This is an optimization exercise on Yosys and OpenROAD, whose aim is small area, a short achievable clock period and few clock cycles per item, not a production implementation.
The RTL was checked by simulation tests, not by an equivalence proof against the original design.
Power and IR drop assume default switching activity.

$ cat run.sh
#!/bin/bash
# synth_recipe.tcl (not shown) runs the flow's synth.tcl, then flattens the netlist and writes it again
# the make line also repeats each setting of config.mk as NAME=value (left out here)
make -C /OpenROAD-flow-scripts/flow DESIGN_CONFIG=/design/flow/config.mk WORK_HOME=/design/flow/orfs CLKGATE_MAP_FILE= SYNTH_SCRIPT=/design/flow/synth_recipe.tcl finish
$ cat config.mk
export PLATFORM = sky130hd
export DESIGN_NAME = lamp_display_mux
export DESIGN_NICKNAME = lamp_display_mux
export VERILOG_FILES = /design/flow/design.v
export SDC_FILE = /design/flow/constraint.sdc
export NUM_CORES = 4
export LEC_CHECK = 0
export ABC_AREA = 1
export CAP_MARGIN = 20
export CORE_MARGIN = 2
export CORE_UTILIZATION = 40
export PLACE_DENSITY = 0.6
export SETUP_SLACK_MARGIN = 2.5
export SLEW_MARGIN = 20
$ cat constraint.sdc
create_clock -name core_clock -period 8.0 [get_ports {clk}]
set_input_delay 1.6000 -clock core_clock [delete_from_list [all_inputs] [get_ports {clk}]]
set_output_delay 1.6000 -clock core_clock [all_outputs]
set_load 0.01 [all_outputs]
$ cat design.v
module ldm_dd #(parameter N = 6) (
    input  wire [23:0]  bcd_in,
    input  wire [N-1:0] bits,
    output reg  [23:0]  bcd_out
);
    integer k, n;
    reg [3:0] dg;
    always @(*) begin
        bcd_out = bcd_in;
        for (n = N - 1; n >= 0; n = n - 1) begin
            for (k = 0; k < 6; k = k + 1) begin
                dg = bcd_out[4*k +: 4];
                case (dg)
                    4'd5: dg = 4'd8;
                    4'd6: dg = 4'd9;
                    4'd7: dg = 4'd10;
                    4'd8: dg = 4'd11;
                    4'd9: dg = 4'd12;
                    default: dg = dg;
                endcase
                bcd_out[4*k +: 4] = dg;
            end
            bcd_out = {bcd_out[22:0], bits[n]};
        end
    end
endmodule
module ldm_div_stage #(parameter RB = 6) (
    input  wire [7:0]    r_in,
    input  wire [RB-1:0] bits,
    input  wire [7:0]    d,
    output reg  [7:0]    r_out,
    output reg           q_last
);
    integer k;
    reg [8:0] x;
    reg [9:0] s;
    always @(*) begin
        r_out  = r_in;
        q_last = 1'b0;
        for (k = RB - 1; k >= 0; k = k - 1) begin
            x = {r_out, bits[k]};
            s = {1'b0, x} - {2'b00, d};
            q_last = !s[9];
            r_out  = s[9] ? x[7:0] : s[7:0];
        end
    end
endmodule
module ldm_sel (
    input  wire [511:0] fp,
    input  wire [5:0]   ptr,
    input  wire         use_ptr,
    output wire         found,
    output reg  [5:0]   idx,
    output reg  [7:0]   idx_fp
);
    integer i, g;
    reg [7:0]  gt_hi, eq_hi, gt_lo;
    reg [63:0] cand, oh;
    reg [7:0]  gor;
    reg        below;
    always @(*) begin
        for (i = 0; i < 8; i = i + 1) begin
            gt_hi[i] = !use_ptr || (i > ptr[5:3]);
            eq_hi[i] = use_ptr && (i == ptr[5:3]);
            gt_lo[i] = (i > ptr[2:0]);
        end
        for (i = 0; i < 64; i = i + 1)
            cand[i] = (fp[8*i +: 8] != 8'd0) &&
                      (gt_hi[i / 8] || (eq_hi[i / 8] && gt_lo[i % 8]));
        for (g = 0; g < 8; g = g + 1)
            gor[g] = (cand[8*g +: 8] != 8'd0);
        for (g = 0; g < 8; g = g + 1) begin
            below = 1'b0;
            for (i = 0; i < g; i = i + 1)
                below = below | gor[i];
            for (i = 0; i < 8; i = i + 1) begin
                oh[8*g + i] = cand[8*g + i] && !below;
                below = below | cand[8*g + i];
            end
        end
        idx    = 6'd0;
        idx_fp = 8'd0;
        for (i = 0; i < 64; i = i + 1) begin
            if (oh[i]) begin
                idx    = idx | i;
                idx_fp = idx_fp | fp[8*i +: 8];
            end
        end
    end
    assign found = (gor != 8'd0);
endmodule
module ldm_flashq (
    input  wire [15:0] x,
    output wire [7:0]  q
);
    wire       big = (x > 16'd2550);
    wire [7:0] q0  = x[11:0] / 12'd10;
    wire       nz  = (x != 16'd0);
    assign q = big ? 8'd255 : {q0[7:1], q0[0] | (nz && q0[7:1] == 7'd0)};
endmodule
module lamp_display_mux (
    input  wire        clk,
    input  wire        rst,
    input  wire        cmd_valid,
    output wire        cmd_ready,
    input  wire [63:0] cmd,
    output reg         rsp_valid,
    output wire [31:0] rsp,
    input  wire        step_valid,
    output wire        step_ready,
    output reg         step_done,
    output wire [7:0]  lamp_strobe,
    output wire [7:0]  lamp_data,
    output wire [7:0]  disp_strobe,
    output wire [7:0]  disp_data_a,
    output wire [7:0]  disp_data_b
);
    localparam [7:0] OP_UPDATE    = 8'h3F;
    localparam [7:0] OP_LAMPSET   = 8'h40;
    localparam [7:0] OP_LAMPOFF   = 8'h41;
    localparam [7:0] OP_DISPVAL   = 8'h48;
    localparam [7:0] OP_DISPBLANK = 8'h49;
    localparam [7:0] OP_DISPGETB  = 8'h4A;
    localparam R1 = 6;
    localparam RB = 3;
    localparam TW = 30 - R1;         
    localparam NS = 1 + TW / RB;
    integer i, j;
    reg [63:0]  lamp_on;
    reg [63:0]  lamp_dim1;
    reg [63:0]  lamp_dim2;
    reg [511:0] lamp_fp;         
    reg [2:0]   lamp_bank;
    reg         dimc1;
    reg [1:0]   dimc2;
    reg [95:0]  dig_main;        
    reg [15:0]  dig_aux;         
    reg [23:0]  blank_main;      
    reg [3:0]   blank_aux;       
    reg [3:0]   disp_slot;
    reg         st_dv;           
    reg         st_upd;          
    wire        busy = st_dv | st_upd;
    assign step_ready = !busy;
    assign cmd_ready  = !busy && !step_valid;
    wire acc_step = step_valid && !busy;
    wire acc_cmd  = cmd_valid && !busy && !step_valid;
    wire [7:0]  op    = cmd[63:56];
    wire [7:0]  arg_a = cmd[55:48];
    wire [7:0]  arg_b = cmd[47:40];
    wire        flag0 = cmd[32];
    wire [31:0] arg_w = cmd[31:0];
    wire op_lampset = (op == OP_LAMPSET);
    wire op_lampoff = (op == OP_LAMPOFF);
    wire op_dispval = (op == OP_DISPVAL);
    wire op_dispblk = (op == OP_DISPBLANK);
    wire op_dispgtb = (op == OP_DISPGETB);
    wire op_update  = (op == OP_UPDATE);
    wire op_field   = op_dispval | op_dispblk | op_dispgtb;
    wire op_known   = op_lampset | op_lampoff | op_field | op_update;
    wire lamp_id_ok  = (arg_a[7:6] == 2'b00);
    wire field_id_ok = (arg_a[7:3] == 5'd0) && !(arg_a[2] && arg_a[1]);
    wire field_aux   = arg_a[2];             
    assign lamp_strobe = 8'd1 << lamp_bank;
    reg [7:0] bank_on, bank_dim1, bank_dim2;
    always @(*) begin
        bank_on   = 8'd0;
        bank_dim1 = 8'd0;
        bank_dim2 = 8'd0;
        for (i = 0; i < 8; i = i + 1) begin
            if (lamp_strobe[i]) begin
                bank_on   = bank_on   | lamp_on[8*i +: 8];
                bank_dim1 = bank_dim1 | lamp_dim1[8*i +: 8];
                bank_dim2 = bank_dim2 | lamp_dim2[8*i +: 8];
            end
        end
    end
    assign lamp_data   = bank_on & ((~bank_dim1 & ~bank_dim2) |
                                    (dimc1 ? 8'h00 : bank_dim1) |
                                    ((dimc2 == 2'd0) ? bank_dim2 : 8'h00));
    assign disp_strobe = {4'd0, disp_slot};
    reg [3:0] lane0, lane1, lane2, lane3;
    always @(*) begin
        lane0 = 4'hF;
        lane1 = 4'hF;
        lane2 = 4'hF;
        lane3 = 4'hF;
        if (disp_slot < 4'd6) begin
            if (blank_main[0  + disp_slot[2:0]]) lane0 = dig_main[0  + 4*disp_slot[2:0] +: 4];
            if (blank_main[6  + disp_slot[2:0]]) lane1 = dig_main[24 + 4*disp_slot[2:0] +: 4];
            if (blank_main[12 + disp_slot[2:0]]) lane2 = dig_main[48 + 4*disp_slot[2:0] +: 4];
            if (blank_main[18 + disp_slot[2:0]]) lane3 = dig_main[72 + 4*disp_slot[2:0] +: 4];
        end else if (disp_slot[3:1] == 3'b100) begin
            if (blank_aux[0 + disp_slot[0]]) lane0 = dig_aux[0 + 4*disp_slot[0] +: 4];
            if (blank_aux[2 + disp_slot[0]]) lane1 = dig_aux[8 + 4*disp_slot[0] +: 4];
        end
    end
    assign disp_data_a = {lane1, lane0};
    assign disp_data_b = {lane3, lane2};
    reg       rsp_err;           
    reg       rsp_rsv;           
    reg [5:0] rsp_data;
    assign rsp = {1'b0, rsp_err, 1'b0, rsp_rsv, 22'd0, rsp_data};
    wire [15:0] period_ms = arg_w[15:0];
    wire [7:0]  flash_q;
    ldm_flashq u_fq (.x(period_ms), .q(flash_q));
    wire [5:0] ge_pow;           
    function ge_const;           
        input [31:0] x;
        input [31:0] c;
        integer k;
        begin
            ge_const = 1'b1;
            for (k = 0; k < 32; k = k + 1)
                ge_const = c[k] ? (x[k] && ge_const) : (x[k] || ge_const);
        end
    endfunction
    assign ge_pow[0] = ge_const(arg_w, 32'd1);
    assign ge_pow[1] = ge_const(arg_w, 32'd10);
    assign ge_pow[2] = ge_const(arg_w, 32'd100);
    assign ge_pow[3] = ge_const(arg_w, 32'd1000);
    assign ge_pow[4] = ge_const(arg_w, 32'd10000);
    assign ge_pow[5] = ge_const(arg_w, 32'd100000);
    reg [5:0] mask_main;
    reg [1:0] mask_aux;
    always @(*) begin
        for (i = 0; i < 6; i = i + 1)
            mask_main[i] = !flag0 || ge_pow[5 - i] || ge_const({24'd0, arg_b}, 6 - i);
        for (i = 0; i < 2; i = i + 1)
            mask_aux[i] = !flag0 || ge_pow[1 - i] || ge_const({24'd0, arg_b}, 2 - i);
    end
    reg [TW-1:0] treg;           
    reg [R1-1:0] tq_hi;          
    reg [2:0]    rem5;
    reg [NS-2:0] d5_sel;         
    reg  [23:0] bcd;
    reg  [1:0]  dv_k;            
    reg  [2:0]  dv_field;
    wire [1:0]  dv_n1 = (arg_w[31:24] != 8'd0) ? 2'd3 :
                        (arg_w[23:16] != 8'd0) ? 2'd2 :
                        (arg_w[15:8]  != 8'd0) ? 2'd1 : 2'd0;
    reg  [7:0]  dv_top, dv_chunk;
    always @(*) begin
        dv_top   = 8'd0;
        dv_chunk = 8'd0;
        for (i = 0; i < 4; i = i + 1)
            if (dv_n1 == i) dv_top = dv_top | arg_w[8*i +: 8];
        for (i = 0; i < 3; i = i + 1)
            if (dv_k == i) dv_chunk = dv_chunk | treg[8*i +: 8];
    end
    wire [23:0] bcd_first, bcd_cont;
    ldm_dd #(.N(8)) u_dd_first (.bcd_in(24'd0), .bits(dv_top), .bcd_out(bcd_first));
    ldm_dd #(.N(8)) u_dd_cont  (.bcd_in(bcd), .bits(dv_chunk), .bcd_out(bcd_cont));
    wire [23:0] bcd_new   = st_dv ? bcd_cont : bcd_first;
    wire acc_dispval = acc_cmd && op_dispval && field_id_ok;
    wire dv_last     = st_dv ? (dv_k == 2'd0) : (dv_n1 == 2'd0);
    wire dv_write    = (st_dv || acc_dispval) && dv_last;
    wire [2:0] dv_wfield = st_dv ? dv_field : arg_a[2:0];
    function [3:0] div5_bit;     
        input [2:0] r;
        input       b;
        reg   [3:0] x;
        begin
            x = {r, b};
            case (x)
                4'd5: div5_bit = {1'b1, 3'd0};
                4'd6: div5_bit = {1'b1, 3'd1};
                4'd7: div5_bit = {1'b1, 3'd2};
                4'd8: div5_bit = {1'b1, 3'd3};
                4'd9: div5_bit = {1'b1, 3'd4};
                default: div5_bit = {1'b0, x[2:0]};
            endcase
        end
    endfunction
    reg [R1+1:0] q5_first;
    reg [2:0]    r5_first;
    reg [3:0]    t5;
    always @(*) begin
        r5_first = 3'd0;
        for (i = R1 + 1; i >= 0; i = i - 1) begin
            t5 = div5_bit(r5_first, arg_w[TW + i]);
            q5_first[i] = t5[3];
            r5_first = t5[2:0];
        end
    end
    reg [RB-1:0] d5_in;
    reg [RB-1:0] q5_next;
    reg [2:0]    r5_next;
    reg [3:0]    t5n;
    always @(*) begin
        d5_in = {RB{1'b0}};
        for (i = 0; i < NS - 1; i = i + 1)
            if (d5_sel[i]) d5_in = d5_in | treg[TW - RB - RB*i +: RB];
        r5_next = rem5;
        for (i = RB - 1; i >= 0; i = i - 1) begin
            t5n = div5_bit(r5_next, d5_in[i]);
            q5_next[i] = t5n[3];
            r5_next = t5n[2:0];
        end
    end
    reg  [5:0] ptr;
    wire       found;
    wire [5:0] sel_idx;
    wire [7:0] sel_fp;
    ldm_sel u_sel (.fp(lamp_fp), .ptr(ptr), .use_ptr(st_upd),
                   .found(found), .idx(sel_idx), .idx_fp(sel_fp));
    reg        pv   [1:NS];
    reg  [5:0] pidx [1:NS];
    reg  [7:0] pfp  [1:NS];
    reg  [7:0] prem [2:NS];
    wire [7:0] srem [1:NS];
    wire       sq   [1:NS];
    genvar g;
    generate
        for (g = 1; g <= NS; g = g + 1) begin : g_stage
            if (g == 1) begin : g_first
                ldm_div_stage #(.RB(R1)) u_st (
                    .r_in(8'd0), .bits(tq_hi), .d(pfp[g]),
                    .r_out(srem[g]), .q_last(sq[g]));
            end else begin : g_next
                ldm_div_stage #(.RB(RB)) u_st (
                    .r_in(prem[g]), .bits(treg[TW - RB*(g-1) +: RB]), .d(pfp[g]),
                    .r_out(srem[g]), .q_last(sq[g]));
            end
        end
    endgenerate
    wire upd_on = !sq[NS];
    reg  pv_mid;                 
    always @(*) begin
        pv_mid = 1'b0;
        for (i = 1; i < NS; i = i + 1)
            pv_mid = pv_mid | pv[i];
    end
    wire acc_update = acc_cmd && op_update;
    wire upd_issue  = (acc_update || st_upd) && found;
    wire upd_drain  = !found && !pv_mid;
    wire upd_wr     = st_upd && pv[NS];
    wire        clr_lamps = rst || (acc_cmd && op_lampoff);
    wire        ls_wr     = acc_cmd && op_lampset && lamp_id_ok;
    wire [5:0]  widx      = st_upd ? pidx[NS] : arg_a[5:0];
    wire [63:0] wdec      = 64'd1 << widx;
    wire        on_sel    = (ls_wr && (!flag0 || period_ms == 16'd0)) || upd_wr;
    wire        on_wd     = !clr_lamps && (st_upd ? upd_on : flag0);
    wire [7:0]  fp_wd     = (clr_lamps || !flag0) ? 8'd0 : flash_q;
    wire        d1_wd     = !clr_lamps && flag0 && arg_b[0];
    wire        d2_wd     = !clr_lamps && flag0 && arg_b[1];
    always @(posedge clk) begin
        for (i = 0; i < 64; i = i + 1) begin
            if (clr_lamps || (ls_wr && wdec[i])) begin
                lamp_fp[8*i +: 8] <= fp_wd;
                lamp_dim1[i]      <= d1_wd;
                lamp_dim2[i]      <= d2_wd;
            end
            if (clr_lamps || (on_sel && wdec[i]))
                lamp_on[i] <= on_wd;
        end
    end
    always @(posedge clk) begin
        for (i = 0; i < 4; i = i + 1) begin
            if (rst)
                blank_main[6*i +: 6] <= 6'd0;
            else if (acc_cmd && (op_dispval || op_dispblk) && arg_a == i)
                blank_main[6*i +: 6] <= op_dispblk ? arg_w[5:0] : mask_main;
            if (rst)
                dig_main[24*i +: 24] <= 24'd0;
            else if (dv_write && dv_wfield == i)
                for (j = 0; j < 6; j = j + 1)
                    dig_main[24*i + 4*j +: 4] <= bcd_new[4*(5 - j) +: 4];
        end
        for (i = 0; i < 2; i = i + 1) begin
            if (rst)
                blank_aux[2*i +: 2] <= 2'd0;
            else if (acc_cmd && (op_dispval || op_dispblk) && arg_a == 4 + i)
                blank_aux[2*i +: 2] <= op_dispblk ? arg_w[1:0] : mask_aux;
            if (rst)
                dig_aux[8*i +: 8] <= 8'd0;
            else if (dv_write && dv_wfield == 4 + i)
                dig_aux[8*i +: 8] <= {bcd_new[3:0], bcd_new[7:4]};
        end
    end
    always @(posedge clk) begin
        if (rst) begin
            lamp_bank <= 3'd0;
            dimc1     <= 1'b0;
            dimc2     <= 2'd0;
            disp_slot <= 4'd0;
            st_dv     <= 1'b0;
            st_upd    <= 1'b0;
            rsp_valid <= 1'b0;
            step_done <= 1'b0;
        end else begin
            step_done <= acc_step;
            if (acc_step) begin
                lamp_bank <= lamp_bank + 3'd1;
                if (lamp_bank == 3'd7) begin
                    dimc1 <= !dimc1;
                    dimc2 <= (dimc2 == 2'd2) ? 2'd0 : dimc2 + 2'd1;
                end
                disp_slot <= disp_slot + 4'd1;
            end
            rsp_valid <= 1'b0;
            if (acc_cmd) begin
                if (acc_dispval)
                    rsp_valid <= dv_last;
                else if (acc_update)
                    rsp_valid <= !found;
                else
                    rsp_valid <= 1'b1;
                st_dv  <= acc_dispval && !dv_last;
                st_upd <= acc_update && found;
            end
            if (st_dv && dv_last) begin
                rsp_valid <= 1'b1;
                st_dv     <= 1'b0;
            end
            if (st_upd && upd_drain) begin
                rsp_valid <= 1'b1;
                st_upd    <= 1'b0;
            end
        end
    end
    always @(posedge clk) begin
        if (acc_cmd) begin
            rsp_rsv  <= !op_known;
            rsp_err  <= !op_known || (op_lampset && !lamp_id_ok) || (op_field && !field_id_ok);
            rsp_data <= 6'd0;
            if (op_dispgtb && field_id_ok)
                rsp_data <= field_aux ? {4'd0, blank_aux[2*arg_a[0] +: 2]}
                                      : blank_main[6*arg_a[1:0] +: 6];
        end
    end
    always @(posedge clk) begin
        if (acc_cmd) begin
            treg     <= arg_w[TW-1:0];
            tq_hi    <= q5_first[R1-1:0];
            rem5     <= r5_first;
            d5_sel   <= {{(NS-2){1'b0}}, 1'b1};
            bcd      <= bcd_new;
            dv_k     <= dv_n1 - 2'd1;
            dv_field <= arg_a[2:0];
        end else begin
            if (st_dv) begin
                bcd  <= bcd_new;
                dv_k <= dv_k - 2'd1;
            end
            if (st_upd) begin
                d5_sel <= d5_sel << 1;
                for (i = 0; i < NS - 1; i = i + 1)
                    if (d5_sel[i]) treg[TW - RB - RB*i +: RB] <= q5_next;
                if (d5_sel != 0)
                    rem5 <= r5_next;
            end
        end
    end
    always @(posedge clk) begin
        if (rst) begin
            for (i = 1; i <= NS; i = i + 1)
                pv[i] <= 1'b0;
        end else begin
            pv[1] <= upd_issue;
            for (i = 2; i <= NS; i = i + 1)
                pv[i] <= pv[i - 1];
        end
        if (upd_issue) begin
            ptr     <= sel_idx;
            pidx[1] <= sel_idx;
            pfp[1]  <= sel_fp;
        end
        for (i = 2; i <= NS; i = i + 1) begin
            pidx[i] <= pidx[i - 1];
            pfp[i]  <= pfp[i - 1];
            prem[i] <= srem[i - 1];
        end
    end
endmodule
==> impl_metrics.ini, run 1 <==
[drt]
remaining_drc_errors = 0
route.vias.total = 55000
wl_per_cell_um = 20.4
drtAntennaViolNets = 0
viasPerCell = 5.48
detail_route.wirelength_um = 205000
drt-initial-drc-count = 4997
dr.pass1.iters = 8

[timing]
max_slew.worst_pin.slew_ns = 1.19
worst_slack_ns = -1.41
setup_repair_after_global_routing_missed_its_margin = yes
final.setup.tns_ns = -10.97
report.final.setup_viol = 8
period_share_pct = 118
timing_hold_violations_final = 0
worst_clock_skew_ns = 0.0709
fmax_mhz = 106
report.final.slew_viol_count = 0
timing.slew.headroom_pct = 19.8
finalCriticalPeriod_ns = 9.41

[worst_setup_path]
reg2reg_to = prem[2][3]$_DFF_P_
cpPeakStageDelay_ns = 0.40
worst-r2r-setup-slack_ns = -1.41
setup.worst_path.end_class = register
worst-endpoint-arrival_ns = 10.01
r2r.worst_path.cells = 74
timing.critical_path.from_type = register
worst_path_max_delay_cell = sky130_fd_sc_hd__edfxtp_1
path_buf_inv = 26
instance_count_on_the_critical_path = 74
crit_required_ns = 8.60
critical_path_s_top_delay_family = buffers and inverters
critical_path_peak_fanout = 8
setup.worst_path.start = pfp[1][4]$_DFFE_PP_
timing.setup.critical_path_class = register to register
r2r_start = pfp[1][4]$_DFFE_PP_
critical_path.most_common_cell = sky130_fd_sc_hd__buf_4
worst_setup_path_endpoint = prem[2][3]$_DFF_P_

[synth]
netlist-cell-type-count = 74
ys_seq_area_share_pct = 49.3
synth_top_family_by_area = simple AND/OR/NAND/NOR gates
yosys.area_share.simple_pct = 20.3
synth_cells = 7206
postSynthAreaPerCell_um2 = 8.62
ys_async_sr_fraction_pct = 0
synth_edf_count = 788
synth_flop_cell = sky130_fd_sc_hd__edfxtp_1
synthesis.area_um2 = 62100
compound_cell_area_share_of_the_yosys_netlist_pct = 15.3
synth_warnings = 13
synth_mux_area_share_pct = 0.0685
synth_adder_area_share_pct = 5.88
ys_seq_elements = 1135
yosys.area_share.xor_xnor_pct = 2.15

[power_and_ir_drop]
totalPowerFinal_mw = 30.4
power.ir.vdd_worst_v = 0.000497
leakagePower_nw = 32.4
power_density_nw_per_um2 = 392

[floorplan]
initial_core_util_pct = 40.3
design.die.area_um2 = 159000
design.portCount = 144
core_um2 = 154000
die_h_um = 398
die_width_um = 398
std_cell_rows = 144

[cts]
tritoncts = built
tritoncts_num_sinks = 1135
tritoncts.num_buffers = 117
clock_latency_ns = 0.77
clock_pin_slew_worst_setup_and_hold_paths_ns = 0.07
clockRootBuffer = sky130_fd_sc_hd__clkbuf_16
post_cts_hold_buffer_count = 0
ctsHtreeMaxLevel = 3
cts-root-to-sink-buffers = 3

[grt]
grt_overflow_total = 0
first_global_vias = 51400
antenna_violations_before_repair = 14
grt_start_max_net_pins = 87
grt_use_total_pct = 24.7
grt_first_pass_wirelength_um = 303000

[layout]
multi_input_area_um2 = 30400
final-seq-area_um2 = 30700
nFillCells = 14000
post_route_cells_drive_above_1_share_pct = 21.2
flow.area_growth_from_synthesis_pct = 24.6
finalNetCount = 8244

[placement]
io_buffers = 108
dpl.hpwl_um = 145000
placement.setup.worst_slack_ns = -2.11
finalWeightedCongestion = 0.968

[status]
status = complete, but fails checks
checkFailReasons = setup timing

[worst_hold_path]
worst_hold_startpoint = pidx[8][3]$_DFF_P_
holdCritPathClass = register to register

[run]
cap_viol_max_count = 0
==> state kept, by name, summed over array words and instances (netlist names), 6 cells and up <==
signal,flops
d5_sel,8
ptr,6
prem,64
treg,24
lamp_dim2,64
lamp_dim1,64
pv,9
rsp_data,6
lamp_fp,512
pfp,72
lamp_on,64
pidx,48
dig_aux,16
dig_main,96
tq_hi,6
bcd,24
blank_main,24
==> area by class of cell <==
| cell class | count | share of cell area, % |
|---|---|---|
| inverter | 941 | 4.79 |
| timing repair buffer | 720 | 7.94 |
| clock buffer | 145 | 4.08 |
| clock inverter | 60 | 0.857 |
| tap | 2044 | 3.30 |
| timing repair inverter | 10 | 0.0921 |
| sequential | 1135 | 39.6 |
| antenna | 5 | 0.0162 |
| multi-input combinational | 4976 | 39.3 |
==> through the flow <==
step	cells	utilization [%]	area [um2]	hold slack, ns
CTS	9869	48.1	74200	0.326
global placement	9419	43.5	67200	0.310
finish	10000	50.2	77400	0.326
global route	10000	50.2	77400	0.332
floorplan	7236	-	62700	0.310
detailed placement	9419	43.5	67200	0.312
==> repair_timing <==
item | 4_1_cts | 5_1_grt
resized for setup | 431 | 537
gates cloned | 9 | 8
setup endpoints to repair | 361 | 482
pin swaps | 199 | 308
buffers inserted | 236 | 153
==> cell families (layout without fill, tap and decap cells) <==
logic type               Yosys count  count (layout)
buffers and inverters           1125            1876
XOR/XNOR                         151             151
AND/OR/NAND/NOR                 2877            2877
AO/OA/AOI/OAI                   1638            1638
other                              1              36
multiplexers                       4               4
adder cells (fa/ha/maj)          275             275
flip-flops                      1135            1135
==> how the worst min path moves through the flow <==
stage                               to  slack (ns)  cells after the start
global placement    pidx[8][4]$_DFF_P_        0.31                      0
floorplan           pidx[3][0]$_DFF_P_        0.31                      0
CTS                 pidx[3][2]$_DFF_P_        0.33                      0
finish              pidx[9][3]$_DFF_P_        0.33                      0
detailed placement  pidx[4][5]$_DFF_P_        0.31                      0
global route        pidx[7][0]$_DFF_P_        0.33                      0
==> synth_stat cells, types with 35 or more instances <==
cell,instances,area share [%]
sky130_fd_sc_hd__nand2_2,79,0.80
sky130_fd_sc_hd__a21oi_1,468,3.8
sky130_fd_sc_hd__inv_2,35,0.21
sky130_fd_sc_hd__nor2_1,558,3.4
sky130_fd_sc_hd__nand4_1,110,1.1
sky130_fd_sc_hd__nor2_2,47,0.47
sky130_fd_sc_hd__xor2_1,81,1.1
sky130_fd_sc_hd__dfxtp_1,347,11
sky130_fd_sc_hd__edfxtp_1,788,38
sky130_fd_sc_hd__nand3_1,344,2.8
sky130_fd_sc_hd__xnor2_1,69,0.97
sky130_fd_sc_hd__a22o_1,57,0.80
sky130_fd_sc_hd__nand2_1,1457,8.8
sky130_fd_sc_hd__inv_1,877,5.3
sky130_fd_sc_hd__a221oi_1,70,0.99
sky130_fd_sc_hd__clkbuf_1,133,0.80
sky130_fd_sc_hd__ha_1,247,5.0
sky130_fd_sc_hd__nor4_1,130,1.3
sky130_fd_sc_hd__o22ai_1,46,0.46
sky130_fd_sc_hd__o21ai_0,711,5.7
sky130_fd_sc_hd__nor3_1,65,0.52
==> cells in the final DEF, fill, tap and decap left out, drive strengths merged, types with 14 or more instances in the layout <==
cell / synthesis / layout
a211oi: 23 / 23
a21boi: 16 / 16
a21oi: 488 / 488
a221oi: 70 / 70
a22o: 57 / 57
a22oi: 23 / 23
a31oi: 31 / 31
buf: 51 / 612
clkbuf: 133 / 150
clkdlybuf4s50: 0 / 79
clkinv: 29 / 75
clkinvlp: 0 / 17
conb: 1 / 31
dfxtp: 347 / 347
dlymetal6s2s: 0 / 19
edfxtp: 788 / 788
fa: 28 / 28
ha: 247 / 247
inv: 912 / 909
nand2: 1537 / 1537
nand3: 362 / 362
nand3b: 16 / 16
nand4: 110 / 110
nor2: 614 / 614
nor3: 67 / 67
nor4: 130 / 130
o211ai: 22 / 22
o21a: 26 / 26
o21ai: 741 / 741
o21bai: 19 / 19
o22ai: 46 / 46
o2bb2ai: 14 / 14
or2: 14 / 14
xnor2: 69 / 69
xor2: 81 / 81
==> report_power, final <==
group / internal, mW / switching (mW)
Sequential: 6.97 / 0.309
Combinational: 7.83 / 9.74
Clock: 3.13 / 2.40
Total: 17.9 / 12.4
==> metal layers <==
| metal | part of all wire (%) | up-vias | GRT usage, % |
|---|---|---|---|
| li1 | - | 26300 | - |
| met1 | 42 | 26200 | 32.9 |
| met2 | 46 | 2090 | 39.8 |
| met3 | 8.0 | 407 | 4.16 |
| met4 | 4.3 | 12 | 9.80 |
| met5 | 0.034 | - | 0 |
Testbench counts, summed over its fixed seeds: cycles 7,274, items 3,200.
==> run 2: changes to the inputs <==
--- a/design.v
+++ b/design.v
@@ -49,2 +49,4 @@
     input  wire [511:0] fp,
+    input  wire [2:0]   sb,
+    input  wire [2:0]   sbp,         
     input  wire [5:0]   ptr,
@@ -53,3 +55,5 @@
     output reg  [5:0]   idx,
-    output reg  [7:0]   idx_fp
+    output reg  [7:0]   idx_fp,
+    output reg  [63:0]  flash,
+    output reg  [63:0]  after        
 );
@@ -60,11 +64,16 @@
     reg        below;
+    reg [2:0]  rb, rb2;
+    wire [2:0] rptr_hi = ptr[5:3] - sbp;
     always @(*) begin
         for (i = 0; i < 8; i = i + 1) begin
-            gt_hi[i] = !use_ptr || (i > ptr[5:3]);
-            eq_hi[i] = use_ptr && (i == ptr[5:3]);
+            rb = i[2:0] - sbp;
+            gt_hi[i] = !use_ptr || (rb > rptr_hi);
+            eq_hi[i] = use_ptr && (rb == rptr_hi);
             gt_lo[i] = (i > ptr[2:0]);
         end
-        for (i = 0; i < 64; i = i + 1)
-            cand[i] = (fp[8*i +: 8] != 8'd0) &&
-                      (gt_hi[i / 8] || (eq_hi[i / 8] && gt_lo[i % 8]));
+        for (i = 0; i < 64; i = i + 1) begin
+            flash[i] = (fp[8*i +: 8] != 8'd0);
+            after[i] = gt_hi[i / 8] || (eq_hi[i / 8] && gt_lo[i % 8]);
+            cand[i]  = flash[i] && after[i];
+        end
         for (g = 0; g < 8; g = g + 1)
@@ -73,4 +82,8 @@
             below = 1'b0;
-            for (i = 0; i < g; i = i + 1)
-                below = below | gor[i];
+            rb = g[2:0] - sb;
+            for (i = 0; i < 8; i = i + 1) begin
+                rb2 = i[2:0] - sb;
+                if (rb2 < rb)
+                    below = below | gor[i];
+            end
             for (i = 0; i < 8; i = i + 1) begin
@@ -123,3 +136,3 @@
     localparam [7:0] OP_DISPGETB  = 8'h4A;
-    localparam R1 = 6;
+    localparam R1 = 3;
     localparam RB = 3;
@@ -142,7 +155,8 @@
     reg         st_upd;          
-    wire        busy = st_dv | st_upd;
-    assign step_ready = !busy;
-    assign cmd_ready  = !busy && !step_valid;
-    wire acc_step = step_valid && !busy;
-    wire acc_cmd  = cmd_valid && !busy && !step_valid;
+    wire        step_blocked;
+    wire        cmd_blocked;
+    assign step_ready = !st_dv && !step_blocked;
+    assign cmd_ready  = !st_dv && !step_valid && !cmd_blocked;
+    wire acc_step = step_valid && step_ready;
+    wire acc_cmd  = cmd_valid && cmd_ready;
     wire [7:0]  op    = cmd[63:56];
@@ -236,2 +250,3 @@
     reg  [23:0] bcd;
+    reg  [23:0] dvreg;           
     reg  [1:0]  dv_k;            
@@ -248,3 +263,3 @@
         for (i = 0; i < 3; i = i + 1)
-            if (dv_k == i) dv_chunk = dv_chunk | treg[8*i +: 8];
+            if (dv_k == i) dv_chunk = dv_chunk | dvreg[8*i +: 8];
     end
@@ -304,4 +319,9 @@
     wire [7:0] sel_fp;
-    ldm_sel u_sel (.fp(lamp_fp), .ptr(ptr), .use_ptr(st_upd),
-                   .found(found), .idx(sel_idx), .idx_fp(sel_fp));
+    wire [63:0] flash;
+    wire [63:0] after_ptr;
+    reg  [2:0]  upd_sb;          
+    wire [2:0]  sel_sb = st_upd ? upd_sb : lamp_bank + 3'd1;
+    ldm_sel u_sel (.fp(lamp_fp), .sb(sel_sb), .sbp(upd_sb), .ptr(ptr), .use_ptr(st_upd),
+                   .found(found), .idx(sel_idx), .idx_fp(sel_fp), .flash(flash),
+                   .after(after_ptr));
     reg        pv   [1:NS];
@@ -337,8 +357,29 @@
     wire upd_wr     = st_upd && pv[NS];
+    reg        wnone;            
+    reg  [2:0] wr_hi;            
+    reg  [2:0] wr_lo;            
+    wire [2:0] next_bank  = lamp_bank + 3'd1;
+    reg  [63:0] pend;
+    reg  [2:0]  rb_i;
+    reg  [7:0]  bank_pend;
+    always @(*) begin
+        for (i = 0; i < 64; i = i + 1) begin
+            rb_i = i[5:3] - upd_sb;
+            pend[i] = flash[i] && (wnone || (rb_i > wr_hi) ||
+                                   (rb_i == wr_hi && i[2:0] > wr_lo));
+        end
+        bank_pend = 8'd0;
+        for (i = 0; i < 8; i = i + 1)
+            if (next_bank == i) bank_pend = bank_pend | pend[8*i +: 8];
+    end
+    assign step_blocked = st_upd && (bank_pend != 8'd0);
+    wire ls_fp_zero = !flag0 || (period_ms == 16'd0);
+    wire ls_pend    = pend[arg_a[5:0]];
+    wire ls_safe    = !lamp_id_ok || (!ls_pend && (!after_ptr[arg_a[5:0]] || ls_fp_zero));
+    assign cmd_blocked  = st_upd && ((op_lampset && !ls_safe) || op_lampoff || op_update);
     wire        clr_lamps = rst || (acc_cmd && op_lampoff);
     wire        ls_wr     = acc_cmd && op_lampset && lamp_id_ok;
-    wire [5:0]  widx      = st_upd ? pidx[NS] : arg_a[5:0];
-    wire [63:0] wdec      = 64'd1 << widx;
-    wire        on_sel    = (ls_wr && (!flag0 || period_ms == 16'd0)) || upd_wr;
-    wire        on_wd     = !clr_lamps && (st_upd ? upd_on : flag0);
+    wire [63:0] ls_dec    = 64'd1 << arg_a[5:0];
+    wire [63:0] up_dec    = 64'd1 << pidx[NS];
+    wire        ls_on     = ls_wr && ls_fp_zero;
     wire [7:0]  fp_wd     = (clr_lamps || !flag0) ? 8'd0 : flash_q;
@@ -348,3 +389,3 @@
         for (i = 0; i < 64; i = i + 1) begin
-            if (clr_lamps || (ls_wr && wdec[i])) begin
+            if (clr_lamps || (ls_wr && ls_dec[i])) begin
                 lamp_fp[8*i +: 8] <= fp_wd;
@@ -353,4 +394,8 @@
             end
-            if (clr_lamps || (on_sel && wdec[i]))
-                lamp_on[i] <= on_wd;
+            if (clr_lamps)
+                lamp_on[i] <= 1'b0;
+            else if (ls_on && ls_dec[i])
+                lamp_on[i] <= flag0;
+            else if (upd_wr && up_dec[i])
+                lamp_on[i] <= upd_on;
         end
@@ -404,4 +449,2 @@
                     rsp_valid <= dv_last;
-                else if (acc_update)
-                    rsp_valid <= !found;
                 else
@@ -409,3 +452,4 @@
                 st_dv  <= acc_dispval && !dv_last;
-                st_upd <= acc_update && found;
+                if (acc_update)
+                    st_upd <= found;
             end
@@ -415,6 +459,4 @@
             end
-            if (st_upd && upd_drain) begin
-                rsp_valid <= 1'b1;
+            if (st_upd && upd_drain)
                 st_upd    <= 1'b0;
-            end
         end
@@ -432,22 +474,30 @@
     always @(posedge clk) begin
-        if (acc_cmd) begin
-            treg     <= arg_w[TW-1:0];
-            tq_hi    <= q5_first[R1-1:0];
-            rem5     <= r5_first;
-            d5_sel   <= {{(NS-2){1'b0}}, 1'b1};
-            bcd      <= bcd_new;
-            dv_k     <= dv_n1 - 2'd1;
+        if (acc_update)
+            treg <= arg_w[TW-1:0];
+        else if (st_upd)
+            for (i = 0; i < NS - 1; i = i + 1)
+                if (d5_sel[i]) treg[TW - RB - RB*i +: RB] <= q5_next;
+        if (acc_update) begin
+            tq_hi  <= q5_first[R1-1:0];
+            rem5   <= r5_first;
+            d5_sel <= {{(NS-2){1'b0}}, 1'b1};
+            wnone  <= 1'b1;
+            upd_sb <= lamp_bank + 3'd1;
+        end else if (st_upd) begin
+            d5_sel <= d5_sel << 1;
+            if (d5_sel != 0)
+                rem5 <= r5_next;
+            if (upd_wr) begin
+                wnone <= 1'b0;
+                wr_hi <= pidx[NS][5:3] - upd_sb;
+                wr_lo <= pidx[NS][2:0];
+            end
+        end
+        if (acc_dispval || st_dv) begin
+            bcd  <= bcd_new;
+            dv_k <= st_dv ? dv_k - 2'd1 : dv_n1 - 2'd1;
+        end
+        if (acc_dispval) begin
             dv_field <= arg_a[2:0];
-        end else begin
-            if (st_dv) begin
-                bcd  <= bcd_new;
-                dv_k <= dv_k - 2'd1;
-            end
-            if (st_upd) begin
-                d5_sel <= d5_sel << 1;
-                for (i = 0; i < NS - 1; i = i + 1)
-                    if (d5_sel[i]) treg[TW - RB - RB*i +: RB] <= q5_next;
-                if (d5_sel != 0)
-                    rem5 <= r5_next;
-            end
+            dvreg    <= arg_w[23:0];
         end
==> impl_metrics.ini, run 2 <==
[timing]
timing.slew.headroom_pct = 13.5
final.setup.tns_ns = 0
finalCriticalPeriod_ns = 6.30
period_share_pct = 78.8
setup_repair_after_global_routing_missed_its_margin = yes
worst_clock_skew_ns = 0.0678
report.final.setup_viol = 0
max_slew.worst_pin.slew_ns = 1.29
timing_hold_violations_final = 0
fmax_mhz = 159
report.final.slew_viol_count = 0

[synth]
netlist-cell-type-count = 72
synth_top_area_share_pct = 33.0
synthMostInstantiatedCell = sky130_fd_sc_hd__nand2_1
post_synth_most_frequent_cells = sky130_fd_sc_hd__nand2_1 (1905), sky130_fd_sc_hd__inv_1 (1037), sky130_fd_sc_hd__nor2_1 (867)
synth_cells = 8526
postSynthAreaPerCell_um2 = 8.07
ys_seq_area_share_pct = 45.7
synth_warnings = 12
netlist.top_cell.by_area = sky130_fd_sc_hd__edfxtp_1
ys_seq_elements = 1193
synth_flop_cell = sky130_fd_sc_hd__edfxtp_1
synth_area_leaders = sky130_fd_sc_hd__edfxtp_1 (33%), sky130_fd_sc_hd__dfxtp_1 (13%), sky130_fd_sc_hd__nand2_1 (10%)
synth_edf_count = 757
synthesis.area_um2 = 68800
ys_async_sr_fraction_pct = 0

[layout]
finalNetCount = 9791
flow.area_growth_from_synthesis_pct = 30.1
registers.top_by_ff_count = lamp_fp
largest_register_ff_count = 512
final_cell_area_um2 = 89500
final-seq-area_um2 = 31500
layout_top_registers = lamp_fp x512, dig_main x96, pfp x80
multi_input_area_um2 = 37500
nFillCells = 15400
mostFrequentLayoutCell = sky130_fd_sc_hd__nand2_1
most-common-layout-cells = sky130_fd_sc_hd__nand2_1 (1657), sky130_fd_sc_hd__inv_1 (909), sky130_fd_sc_hd__nor2_1 (783)
post_route_cells_drive_above_1_share_pct = 24.6

[power_and_ir_drop]
leakagePower_nw = 38.4
power_density_nw_per_um2 = 505
power.ir.vdd_worst_v = 0.000672

[worst_setup_path]
worst-endpoint-arrival_ns = 4.70
setup.worst_path.end_class = output pin
crit_required_ns = 6.40
r2r_start = treg[2]$_DFFE_PP_
timing.setup.critical_path_class = primary input to output pin
critical_path_peak_fanout = 9
timing.critical_path.from_type = primary input
setup.worst_path.start = cmd[50]

[placement]
finalWeightedCongestion = 1.06
dpl.hpwl_um = 205000
detailed_place.area_um2 = 73900
io_buffers = 108

[cts]
cts-root-to-sink-buffers = 3
clock_latency_ns = 0.82
clock_pin_slew_worst_setup_and_hold_paths_ns = 0.06
post_cts_hold_buffer_count = 0
tritoncts.num_buffers = 136
tritoncts_num_sinks = 1193
tritoncts = built
clockRootBuffer = sky130_fd_sc_hd__clkbuf_16
ctsHtreeMaxLevel = 4

[drt]
drtAntennaViolNets = 0
viasPerCell = 5.67
route.vias.total = 67000
drt-initial-drc-count = 6683
remaining_drc_errors = 0
dr.pass1.iters = 6
wl_per_cell_um = 24.4
detail_route.wirelength_um = 289000

[status]
status = complete, no violations

[worst_hold_path]
worst_hold_startpoint = pidx[6][1]$_DFF_P_
holdCritPathClass = register to register

[floorplan]
die_h_um = 419
design.portCount = 144
initial_core_util_pct = 40.2
design.die.area_um2 = 175000
die_width_um = 419
core_um2 = 171000
std_cell_rows = 152

[grt]
grt_use_total_pct = 31.0
grt_overflow_total = 0
grt_first_pass_wirelength_um = 404000
first_global_vias = 63800
grt_start_max_net_pins = 115
antenna_violations_before_repair = 19

[run]
cap_viol_max_count = 0
==> run 2: what timing repair did <==
item / in CTS / in global routing
pin swaps: 268 / 397
cloned: 19 / 8
resized for setup: 887 / 767
buffers inserted: 444 / 169
endpoints found under the setup margin: 1754 / 1685
==> run 2: area by class of cell <==
type                            instances  area share [%]
Antenna cell                           10          0.0280
Clock buffer                          187            4.32
Clock inverter                         65           0.898
Inverter                             1119            4.94
Multi-Input combinational cell       6023            41.9
Sequential cell                      1193            35.2
Tap cell                             2310            3.23
Timing Repair Buffer                  911            9.40
Timing Repair inverter                  9          0.0755
==> run 2: final timing paths <==
kind | to | slack, ns | depth (start not counted)
worst max-delay path | cmd_ready | 1.70 | 19
worst max register to register | lamp_on[28]$_SDFFE_PP0P_ | 1.87 | 42
worst min-delay path | pidx[7][1]$_DFF_P_ | 0.32 | 0
worst min register to register | pidx[7][1]$_DFF_P_ | 0.32 | 0
==> run 2: metal layers <==
layer / up-vias / track usage [%] / wire length (um)
li1: 30800 / - / -
met1: 32200 / 37.1 / 110000
met2: 3061 / 52.1 / 136000
met3: 945 / 4.74 / 21000
met4: 4 / 19.8 / 22400
met5: - / 0 / 25
==> run 2: cell families after synthesis <==
logic type | synth area share [%]
other | 0.00545
adder cells (fa/ha/maj) | 6.33
multiplexers | 0.351
buffers and inverters | 7.52
XOR/XNOR | 1.96
flip-flops | 45.7
AND/OR/NAND/NOR | 23.3
AO/OA/AOI/OAI | 14.8
==> run 2: critical path: stages <==
cell	delay, ns
sky130_fd_sc_hd__clkdlybuf4s50_1	0.48
sky130_fd_sc_hd__buf_4	0.23
sky130_fd_sc_hd__nor2_1	0.06
sky130_fd_sc_hd__buf_4	0.20
sky130_fd_sc_hd__inv_1	0.40
sky130_fd_sc_hd__nor2_1	0.13
sky130_fd_sc_hd__nand2_1	0.10
sky130_fd_sc_hd__nand3_1	0.08
sky130_fd_sc_hd__a221oi_2	0.36
sky130_fd_sc_hd__nand4_1	0.17
sky130_fd_sc_hd__nand2_1	0.09
sky130_fd_sc_hd__nand4_1	0.18
sky130_fd_sc_hd__nand2_4	0.13
sky130_fd_sc_hd__nand2_2	0.04
sky130_fd_sc_hd__nand2_1	0.07
sky130_fd_sc_hd__nand2_2	0.08
sky130_fd_sc_hd__nand2_2	0.11
sky130_fd_sc_hd__nor2_1	0.04
sky130_fd_sc_hd__buf_2	0.14
==> run 2: stage by stage <==
stage               setup WS (ns)  power, mW  hold slack, ns  instances  utilization (%)
floorplan                    2.02       20.1           0.310       8556                -
global placement            0.731       22.9           0.310      10900             43.1
detailed placement          0.654       23.3           0.312      10900             43.1
CTS                          1.72       38.6           0.324      11600             49.8
global route                 1.55       47.5           0.327      11800             52.2
finish                       1.70       45.2           0.322      11800             52.2
==> run 2: power by group <==
part | internal (mW) | switching [mW] | total [mW]
clock | 3.73 | 2.74 | 6.47
combinational | 14.4 | 16.3 | 30.8
sequential | 7.48 | 0.467 | 7.94
total | 25.6 | 19.5 | 45.2
Testbench counts of run 2, summed over its fixed seeds: cycles 6,254, items 3,200.
==> run 3: changes to the inputs <==
--- a/config.mk
+++ b/config.mk
@@ -12,3 +12,2 @@
 export PLACE_DENSITY = 0.6
-export SETUP_SLACK_MARGIN = 2.5
 export SLEW_MARGIN = 20
==> impl_metrics.ini, run 3 <==
[status]
status = complete, no violations

[synth]
synth_warnings = 12
synth_cells = 8526
netlist.top_cell.by_area = sky130_fd_sc_hd__edfxtp_1
netlist-cell-type-count = 72
compound_cell_area_share_of_the_yosys_netlist_pct = 14.8
synth_adder_area_share_pct = 6.33
synth_top_family_by_area = simple AND/OR/NAND/NOR gates
synth_mux_area_share_pct = 0.351
synth_area_leaders = sky130_fd_sc_hd__edfxtp_1 (33%), sky130_fd_sc_hd__dfxtp_1 (13%), sky130_fd_sc_hd__nand2_1 (10%)
yosys.area_share.xor_xnor_pct = 1.96
synthesis.area_um2 = 68800
synthMostInstantiatedCell = sky130_fd_sc_hd__nand2_1
yosys.area_share.simple_pct = 23.3
synth_top_area_share_pct = 33.0
synth_edf_count = 757
post_synth_most_frequent_cells = sky130_fd_sc_hd__nand2_1 (1905), sky130_fd_sc_hd__inv_1 (1037), sky130_fd_sc_hd__nor2_1 (867)
ys_seq_elements = 1193
ys_seq_area_share_pct = 45.7
postSynthAreaPerCell_um2 = 8.07
synth_flop_cell = sky130_fd_sc_hd__edfxtp_1
ys_async_sr_fraction_pct = 0

[layout]
largest_register_ff_count = 512
flow.area_growth_from_synthesis_pct = 13.5
layout.cells.non_filler = 11200
nFillCells = 16700
layout_top_registers = lamp_fp x512, dig_main x96, pfp x80
final_cell_area_um2 = 78100
registers.top_by_ff_count = lamp_fp
most-common-layout-cells = sky130_fd_sc_hd__nand2_1 (1905), sky130_fd_sc_hd__inv_1 (1030), sky130_fd_sc_hd__nor2_1 (856)
finalNetCount = 9138
mostFrequentLayoutCell = sky130_fd_sc_hd__nand2_1
post_route_cells_drive_above_1_share_pct = 7.58

[power_and_ir_drop]
totalPowerFinal_mw = 29.1
power_density_nw_per_um2 = 372
leakagePower_nw = 33.6
power.ir.vdd_worst_v = 0.000367

[worst_hold_path]
holdCritPathClass = register to register

[worst_setup_path]
critical_path_peak_fanout = 5
crit_required_ns = 6.40
setup.worst_path.end_class = output pin
worst-endpoint-arrival_ns = 6.12
timing.setup.critical_path_class = register to output pin
timing.critical_path.from_type = register

[cts]
clock_latency_ns = 0.82
tritoncts_num_sinks = 1193
clock_pin_slew_worst_setup_and_hold_paths_ns = 0.06
tritoncts = built
cts-root-to-sink-buffers = 3
tritoncts.num_buffers = 136
post_cts_hold_buffer_count = 0
clockRootBuffer = sky130_fd_sc_hd__clkbuf_16
ctsHtreeMaxLevel = 4

[run]
cap_viol_max_count = 0

[placement]
detailed_place.area_um2 = 73400
finalWeightedCongestion = 1.02
io_buffers = 108
dpl.hpwl_um = 192000
numPlacedInstances = 10900

[floorplan]
core_um2 = 171000
design.die.area_um2 = 175000
std_cell_rows = 152
initial_core_util_pct = 40.2
die_h_um = 419
die_width_um = 419
design.portCount = 144

[drt]
dr.pass1.iters = 8
drtAntennaViolNets = 0
route.vias.total = 61800
drt-initial-drc-count = 6462
remaining_drc_errors = 0
detail_route.wirelength_um = 251000
wl_per_cell_um = 22.5
viasPerCell = 5.53

[grt]
grt_start_max_net_pins = 128
gr-max-usage-layer = met2
use_met1_pct = 37.1
global_route.usage.met2_pct = 45.5
grt_use_total_pct = 28.1
antenna_violations_before_repair = 6
grt_first_pass_wirelength_um = 369000
first_global_vias = 58600
met3_usage_pct = 3.95
grt_overflow_total = 0

[timing]
period_share_pct = 96.5
report.final.slew_viol_count = 0
timing.slew.headroom_pct = 23.9
timing_hold_violations_final = 0
final.setup.tns_ns = 0
hold_slack_ns = 0.314
worst_clock_skew_ns = 0.0383
fmax_mhz = 130
setup_repair_after_global_routing_missed_its_margin = no
max_slew.worst_pin.slew_ns = 1.14
finalCriticalPeriod_ns = 7.72
report.final.setup_viol = 0
## run 3: changes by cell type in the layout (fill, tap and decap cells not counted), sizes merged, moves of 4 or more
cell	before	now
buf	797	161
clkbuf	202	172
clkdlybuf4s50	76	107
clkinv	69	82
clkinvlp	37	4
diode	10	6
dlygate4sd2	11	0
dlymetal6s2s	10	0
inv	1077	1097
## run 3: stage by stage
step	worst slack, ns	utilization (%)
3_5_place_dp	0.601	42.8
4_1_cts	0.238	45.5
6_report	0.282	45.6
2_1_floorplan	1.24	-
3_3_place_gp	0.675	42.8
5_1_grt	0.00218	45.6
## run 3: final cells by class
cell class	instances	area [um2]	area share, %
multi-input cells	6022	32500	41.6
flip-flops and latches	1193	31500	40.3
inverters	1119	4200	5.38
clock buffers	172	3710	4.76
well taps	2310	2890	3.70
repair buffers	268	2480	3.17
clock inverters	77	881	1.13
diodes	6	15.0	0.0192
## run 3: power breakdown
part | switching, mW | internal [mW]
combinational | 9.24 | 5.54
sequential | 0.397 | 7.47
clock | 2.69 | 3.75
## run 3: timing repair
item	CTS	global route
buffers inserted	0	2
setup endpoints to repair	0	22
resized for setup	0	6
hold endpoints to repair	0	0
## run 3: kinds of logic after synthesis
family          after synthesis
compound gates             1757
xor+xnor                    154
mux                          22
flops                      1193
simple gates               3728
fa+ha+maj                   330
other cells                   1
buf+inv                    1341
## run 3: layer usage
metal | vias up | routed length [um]
met5 | - | 13
met4 | 2 | 12500
met3 | 491 | 19000
met2 | 2616 | 114000
met1 | 29300 | 106000
li1 | 29400 | -
## run 3: worst paths after layout
kind / cells after the start / to / slack, ns / startpoint
worst max-delay path: 27 / cmd_ready / 0.28 / pidx[1][3]$_SDFFCE_PP1P_
worst min-delay path: 0 / pidx[10][4]$_DFF_P_ / 0.31 / pidx[9][4]$_DFF_P_
worst max register to register: 32 / lamp_on[8]$_SDFFE_PP0P_ / 0.65 / pidx[1][3]$_SDFFCE_PP1P_
worst min register to register: 0 / pidx[10][4]$_DFF_P_ / 0.31 / pidx[9][4]$_DFF_P_
## run 3: worst max-delay path, stage by stage, from the launching register on
cell and delay [ns]:
sky130_fd_sc_hd__edfxtp_1 0.42, sky130_fd_sc_hd__inv_1 0.08, sky130_fd_sc_hd__ha_1 0.19, sky130_fd_sc_hd__inv_1 0.07, sky130_fd_sc_hd__fa_1 0.45, sky130_fd_sc_hd__xnor2_2 0.25, sky130_fd_sc_hd__nand2_1 0.10, sky130_fd_sc_hd__nand2_1 0.13
sky130_fd_sc_hd__inv_1 0.13, sky130_fd_sc_hd__ha_1 0.32, sky130_fd_sc_hd__nand3_1 0.30, sky130_fd_sc_hd__o21ai_4 0.25, sky130_fd_sc_hd__o21ai_0 0.17, sky130_fd_sc_hd__o2bb2ai_1 0.15, sky130_fd_sc_hd__a221oi_1 0.29, sky130_fd_sc_hd__o22ai_1 0.12
sky130_fd_sc_hd__nor2_1 0.11, sky130_fd_sc_hd__nand2_1 0.06, sky130_fd_sc_hd__nand3_1 0.11, sky130_fd_sc_hd__nand3_1 0.21, sky130_fd_sc_hd__nand2_1 0.10, sky130_fd_sc_hd__nand2_1 0.11, sky130_fd_sc_hd__nand2_1 0.08, sky130_fd_sc_hd__nand2_1 0.07
sky130_fd_sc_hd__nand2_1 0.17, sky130_fd_sc_hd__nand2_1 0.16, sky130_fd_sc_hd__nor2_1 0.16, sky130_fd_sc_hd__clkdlybuf4s50_1 0.56
==> run 4: changes to the inputs <==
--- a/design.v
+++ b/design.v
@@ -6,3 +6,3 @@
     integer k, n;
-    reg [3:0] dg;
+    reg [3:0] dg, ad;
     always @(*) begin
@@ -12,11 +12,7 @@
                 dg = bcd_out[4*k +: 4];
-                case (dg)
-                    4'd5: dg = 4'd8;
-                    4'd6: dg = 4'd9;
-                    4'd7: dg = 4'd10;
-                    4'd8: dg = 4'd11;
-                    4'd9: dg = 4'd12;
-                    default: dg = dg;
-                endcase
-                bcd_out[4*k +: 4] = dg;
+                ad[3] = dg[3] | (dg[2] & (dg[1] | dg[0]));
+                ad[2] = (dg[2] & ~dg[1] & ~dg[0]) | (dg[3] & dg[0]);
+                ad[1] = (~dg[2] & dg[1]) | (dg[2] & dg[1] & dg[0]) | (dg[3] & ~dg[0]);
+                ad[0] = (~dg[3] & ~dg[2] & dg[0]) | (dg[2] & dg[1] & ~dg[0]) | (dg[3] & ~dg[0]);
+                bcd_out[4*k +: 4] = ad;
             end
@@ -30,2 +26,3 @@
     input  wire [7:0]    d,
+    input  wire [9:0]    d3,
     output reg  [7:0]    r_out,
@@ -34,4 +31,4 @@
     integer k;
-    reg [8:0] x;
-    reg [9:0] s;
+    reg [9:0]  x;
+    reg [10:0] s1, s2, s3;
     always @(*) begin
@@ -39,7 +36,20 @@
         q_last = 1'b0;
-        for (k = RB - 1; k >= 0; k = k - 1) begin
-            x = {r_out, bits[k]};
-            s = {1'b0, x} - {2'b00, d};
-            q_last = !s[9];
-            r_out  = s[9] ? x[7:0] : s[7:0];
+        for (k = RB / 2 - 1; k >= 0; k = k - 1) begin
+            x  = {r_out, bits[2*k +: 2]};
+            s1 = {1'b0, x} - {3'b000, d};
+            s2 = {1'b0, x} - {2'b00, d, 1'b0};
+            s3 = {1'b0, x} - {1'b0, d3};
+            if (!s3[10]) begin
+                r_out  = s3[7:0];
+                q_last = 1'b1;
+            end else if (!s2[10]) begin
+                r_out  = s2[7:0];
+                q_last = 1'b0;
+            end else if (!s1[10]) begin
+                r_out  = s1[7:0];
+                q_last = 1'b1;
+            end else begin
+                r_out  = x[7:0];
+                q_last = 1'b0;
+            end
         end
@@ -136,4 +146,4 @@
     localparam [7:0] OP_DISPGETB  = 8'h4A;
-    localparam R1 = 3;
-    localparam RB = 3;
+    localparam R1 = 2;
+    localparam RB = 4;
     localparam TW = 30 - R1;         
@@ -279,10 +289,6 @@
             x = {r, b};
-            case (x)
-                4'd5: div5_bit = {1'b1, 3'd0};
-                4'd6: div5_bit = {1'b1, 3'd1};
-                4'd7: div5_bit = {1'b1, 3'd2};
-                4'd8: div5_bit = {1'b1, 3'd3};
-                4'd9: div5_bit = {1'b1, 3'd4};
-                default: div5_bit = {1'b0, x[2:0]};
-            endcase
+            div5_bit[3] = x[3] | (x[2] & (x[1] | x[0]));
+            div5_bit[2] = (x[2] & ~x[1] & ~x[0]) | (x[3] & x[0]);
+            div5_bit[1] = (~x[2] & x[1]) | (x[2] & x[1] & x[0]) | (x[3] & ~x[0]);
+            div5_bit[0] = (~x[3] & ~x[2] & x[0]) | (x[2] & x[1] & ~x[0]) | (x[3] & ~x[0]);
         end
@@ -329,3 +335,5 @@
     reg  [7:0] pfp  [1:NS];
+    reg  [9:0] pd3  [2:NS];      
     reg  [7:0] prem [2:NS];
+    wire [9:0] d3_first = {2'b00, pfp[1]} + {1'b0, pfp[1], 1'b0};
     wire [7:0] srem [1:NS];
@@ -337,3 +345,3 @@
                 ldm_div_stage #(.RB(R1)) u_st (
-                    .r_in(8'd0), .bits(tq_hi), .d(pfp[g]),
+                    .r_in(8'd0), .bits(tq_hi), .d(pfp[g]), .d3(d3_first),
                     .r_out(srem[g]), .q_last(sq[g]));
@@ -341,3 +349,3 @@
                 ldm_div_stage #(.RB(RB)) u_st (
-                    .r_in(prem[g]), .bits(treg[TW - RB*(g-1) +: RB]), .d(pfp[g]),
+                    .r_in(prem[g]), .bits(treg[TW - RB*(g-1) +: RB]), .d(pfp[g]), .d3(pd3[g]),
                     .r_out(srem[g]), .q_last(sq[g]));
@@ -378,3 +386,6 @@
     wire ls_safe    = !lamp_id_ok || (!ls_pend && (!after_ptr[arg_a[5:0]] || ls_fp_zero));
-    assign cmd_blocked  = st_upd && ((op_lampset && !ls_safe) || op_lampoff || op_update);
+    reg  ls_safe_q;              
+    reg  offer_q;                
+    assign cmd_blocked  = st_upd && ((op_lampset && !(offer_q && ls_safe_q)) ||
+                                     op_lampoff || op_update);
     wire        clr_lamps = rst || (acc_cmd && op_lampoff);
@@ -435,4 +446,7 @@
             step_done <= 1'b0;
+            offer_q   <= 1'b0;
         end else begin
             step_done <= acc_step;
+            offer_q   <= cmd_valid && !acc_cmd;
+            ls_safe_q <= ls_safe;
             if (acc_step) begin
@@ -518,2 +532,5 @@
         end
+        pd3[2] <= d3_first;
+        for (i = 3; i <= NS; i = i + 1)
+            pd3[i] <= pd3[i - 1];
         for (i = 2; i <= NS; i = i + 1) begin
--- a/config.mk
+++ b/config.mk
@@ -12,2 +12,3 @@
 export PLACE_DENSITY = 0.6
+export SETUP_SLACK_MARGIN = 2.0
 export SLEW_MARGIN = 20
==> impl_metrics.ini, run 4 <==
[worst_setup_path]
cpPeakStageDelay_ns = 0.58
timing.setup.critical_path_class = register to output pin
worst-r2r-setup-slack_ns = 2.05
setup.worst_path.end_class = output pin
setup.worst_path.start = upd_sb[0]$_DFFE_PP_
worst_path_max_delay_cell = sky130_fd_sc_hd__o21ai_0
instance_count_on_the_critical_path = 13
reg2reg_to = pfp[1][1]$_DFFE_PP_
r2r.worst_path.cells = 31
critical_path_peak_fanout = 8
timing.critical_path.cells = inv_2 -> ha_2 -> inv_1 -> nand3_2 -> o21ai_0 -> nand2_1 -> o21ai_0 -> o22ai_1 -> nor4_1 -> and3_1 -> nand4_1 -> a21oi_2 -> buf_2
crit_required_ns = 6.40
worst_setup_path_endpoint = step_ready
critical_path.most_common_cell = sky130_fd_sc_hd__o21ai_0
r2r_start = upd_sb[0]$_DFFE_PP_
worst-endpoint-arrival_ns = 4.48
path_buf_inv = 3
timing.critical_path.from_type = register
critical_path_s_top_delay_family = compound AO/OA/AOI/OAI gates

[layout]
post_route_cells_drive_above_1_share_pct = 8.98
most-common-layout-cells = sky130_fd_sc_hd__nand2_1 (1610), sky130_fd_sc_hd__inv_1 (1155), sky130_fd_sc_hd__o21ai_0 (759)
registers.top_by_ff_count = lamp_fp
layout_top_registers = lamp_fp x512, dig_main x96, pd3 x70
mostFrequentLayoutCell = sky130_fd_sc_hd__nand2_1
largest_register_ff_count = 512
layout.cells.non_filler = 11600
finalNetCount = 9661
flow.area_growth_from_synthesis_pct = 14.4

[timing]
hold_slack_ns = 0.324
final.setup.tns_ns = 0
worst_slack_ns = 1.92
timing.slew.headroom_pct = 22.4
max_slew.worst_pin.slew_ns = 1.16
finalCriticalPeriod_ns = 6.08
fmax_mhz = 164
setup_repair_after_global_routing_missed_its_margin = yes
report.final.slew_viol_count = 0
worst_clock_skew_ns = 0.0329
timing_hold_violations_final = 0
report.final.setup_viol = 0
period_share_pct = 76.0

[grt]
antenna_violations_before_repair = 6
grt_use_total_pct = 28.1
first_global_vias = 62400
grt_overflow_total = 0
grt_first_pass_wirelength_um = 394000
grt_start_max_net_pins = 116

[synth]
post_synth_most_frequent_cells = sky130_fd_sc_hd__nand2_1 (1640), sky130_fd_sc_hd__inv_1 (1185), sky130_fd_sc_hd__o21ai_0 (811)
ys_seq_area_share_pct = 43.7
compound_cell_area_share_of_the_yosys_netlist_pct = 17.4
postSynthAreaPerCell_um2 = 8.21
synth_warnings = 15
synth_cells = 8863
synth_adder_area_share_pct = 8.69
synth_edf_count = 758
synthesis.area_um2 = 72800
synth_top_family_by_area = simple AND/OR/NAND/NOR gates
netlist.top_cell.by_area = sky130_fd_sc_hd__edfxtp_1
synth_top_area_share_pct = 31.3
synth_area_leaders = sky130_fd_sc_hd__edfxtp_1 (31%), sky130_fd_sc_hd__dfxtp_1 (12%), sky130_fd_sc_hd__nand2_1 (8.5%)
ys_seq_elements = 1210
synthMostInstantiatedCell = sky130_fd_sc_hd__nand2_1
synth_mux_area_share_pct = 0.234
yosys.area_share.simple_pct = 19.6
netlist-cell-type-count = 88
ys_async_sr_fraction_pct = 0
synth_flop_cell = sky130_fd_sc_hd__edfxtp_1
yosys.area_share.xor_xnor_pct = 2.36

[cts]
clock_pin_slew_worst_setup_and_hold_paths_ns = 0.06
tritoncts = built
tritoncts_num_sinks = 1210
clock_latency_ns = 0.82
cts-root-to-sink-buffers = 3
clockRootBuffer = sky130_fd_sc_hd__clkbuf_16
ctsHtreeMaxLevel = 4
post_cts_hold_buffer_count = 0
tritoncts.num_buffers = 133

[drt]
drtAntennaViolNets = 0
detail_route.wirelength_um = 270000
route.vias.total = 66500
remaining_drc_errors = 0
viasPerCell = 5.74
dr.pass1.iters = 7
drt-initial-drc-count = 7321
wl_per_cell_um = 23.2

[worst_hold_path]
holdCritPathClass = register to register

[floorplan]
initial_core_util_pct = 40.3
design.portCount = 144
std_cell_rows = 156
die_h_um = 431
die_width_um = 431
design.die.area_um2 = 185000
core_um2 = 181000

[power_and_ir_drop]
power_density_nw_per_um2 = 245
leakagePower_nw = 34.9
power.ir.vdd_worst_v = 0.000357

[placement]
io_buffers = 108
dpl.hpwl_um = 203000
numPlacedInstances = 11300
placement.setup.worst_slack_ns = 1.03
finalWeightedCongestion = 1.05

[run]
cap_viol_max_count = 0

[status]
status = complete, no violations
## run 4: cell count changes in the layout (fill, tap and decap cells not counted), moves of 59 or more
cell,before,now
sky130_fd_sc_hd__a21oi_1,436,615
sky130_fd_sc_hd__ha_1,300,425
sky130_fd_sc_hd__inv_1,1030,1155
sky130_fd_sc_hd__nand2_1,1905,1610
sky130_fd_sc_hd__nand3_1,396,328
sky130_fd_sc_hd__nor2_1,856,726
sky130_fd_sc_hd__xor2_1,78,137
## run 4: area by class of cell
| type | count | area [um2] |
|---|---|---|
| clock buffers | 173 | 3670 |
| diodes | 3 | 7.51 |
| multi-input cells | 6178 | 36300 |
| well taps | 2370 | 2970 |
| repair buffers | 323 | 2890 |
| flip-flops and latches | 1210 | 31800 |
| repair inverters | 1 | 5.00 |
| inverters | 1267 | 4830 |
| clock inverters | 72 | 776 |
| fillers | 17500 | 97500 |
## run 4: routing by layer
layer	track usage, %	part of all wire (%)
met5	0	0.0037
met2	44.6	45
met1	36.7	41
met4	14.2	5.8
met3	4.85	8.8
## run 4: worst min-delay path by stage
stage / startpoint / to / cells after the start
global placement: pidx[2][5]$_DFF_P_ / pidx[3][5]$_DFF_P_ / 0
finish: pidx[3][3]$_DFF_P_ / pidx[4][3]$_DFF_P_ / 0
global route: pidx[6][4]$_DFF_P_ / pidx[7][4]$_DFF_P_ / 0
CTS: pidx[4][2]$_DFF_P_ / pidx[5][2]$_DFF_P_ / 0
detailed placement: pidx[5][5]$_DFF_P_ / pidx[6][5]$_DFF_P_ / 0
floorplan: pidx[2][0]$_DFF_P_ / pidx[3][0]$_DFF_P_ / 0
## run 4: cells by family after synthesis
kind of cell / after synthesis
other: 1
multiplexers: 17
flip-flops: 1210
buffers and inverters: 1503
AO/OA/AOI/OAI: 2164
AND/OR/NAND/NOR: 3296
adder cells (fa/ha/maj): 479
XOR/XNOR: 193
## run 4: power breakdown
group / internal (mW) / switching [mW]
Combinational: 2.41 / 4.33
Clock: 3.59 / 2.74
Sequential: 7.07 / 0.288
Total: 13.1 / 7.36
## run 4: stage by stage
stage               instance area (um2)  total power, mW  utilization [%]
CTS                               81900             20.3             45.3
finish                            83300             20.4             46.1
floorplan                         72900             12.2                -
detailed placement                77000             13.9             42.6
global route                      83300             21.6             46.1
global placement                  77000             13.8             42.6
## run 4: timing repair
action / in CTS / in global routing
pin swaps: 9 / 49
buffers inserted: 24 / 53
cloned: 0 / 2
setup endpoints to repair: 71 / 286
resized for setup: 71 / 216
Testbench counts of run 4, summed over its fixed seeds: cycles 5,894, items 3,200.

## afterwards: timing with drivers on the ports
The flow's constraints put no driver on any port. The routed layouts listed below were extracted and timed again, unchanged, in two steps.
Step 1, drivers: a clkbuf_16 drives clk and a buf_2 each remaining input, both assumed.
Step 2 adds t to the input delays and takes it off the output delays; t is the mean of the earliest and latest rising clock arrival at the registers after step 1. Input paths then give back, and output paths get back, about the clock's delay inside the block.
a / b / c = ideal / step 1 / step 2; a / b = the first two.
run | t, ns | setup slack, ns | worst register clock-pin slew, ns
run 1 | 0.816 | -1.407 / -1.407 / -1.407 | 0.07 / 0.07
run 2 | 0.875 | 1.696 / 1.542 / 1.345 | 0.07 / 0.07
run 3 | 0.879 | 0.282 / 0.202 / 0.379 | 0.06 / 0.06
run 4 | 0.885 | 1.919 / 1.831 / 1.377 | 0.08 / 0.08
For run 4, which loses most, drivers alone change the setup slack by -0.088 ns; drivers and shift together by -0.542 ns.
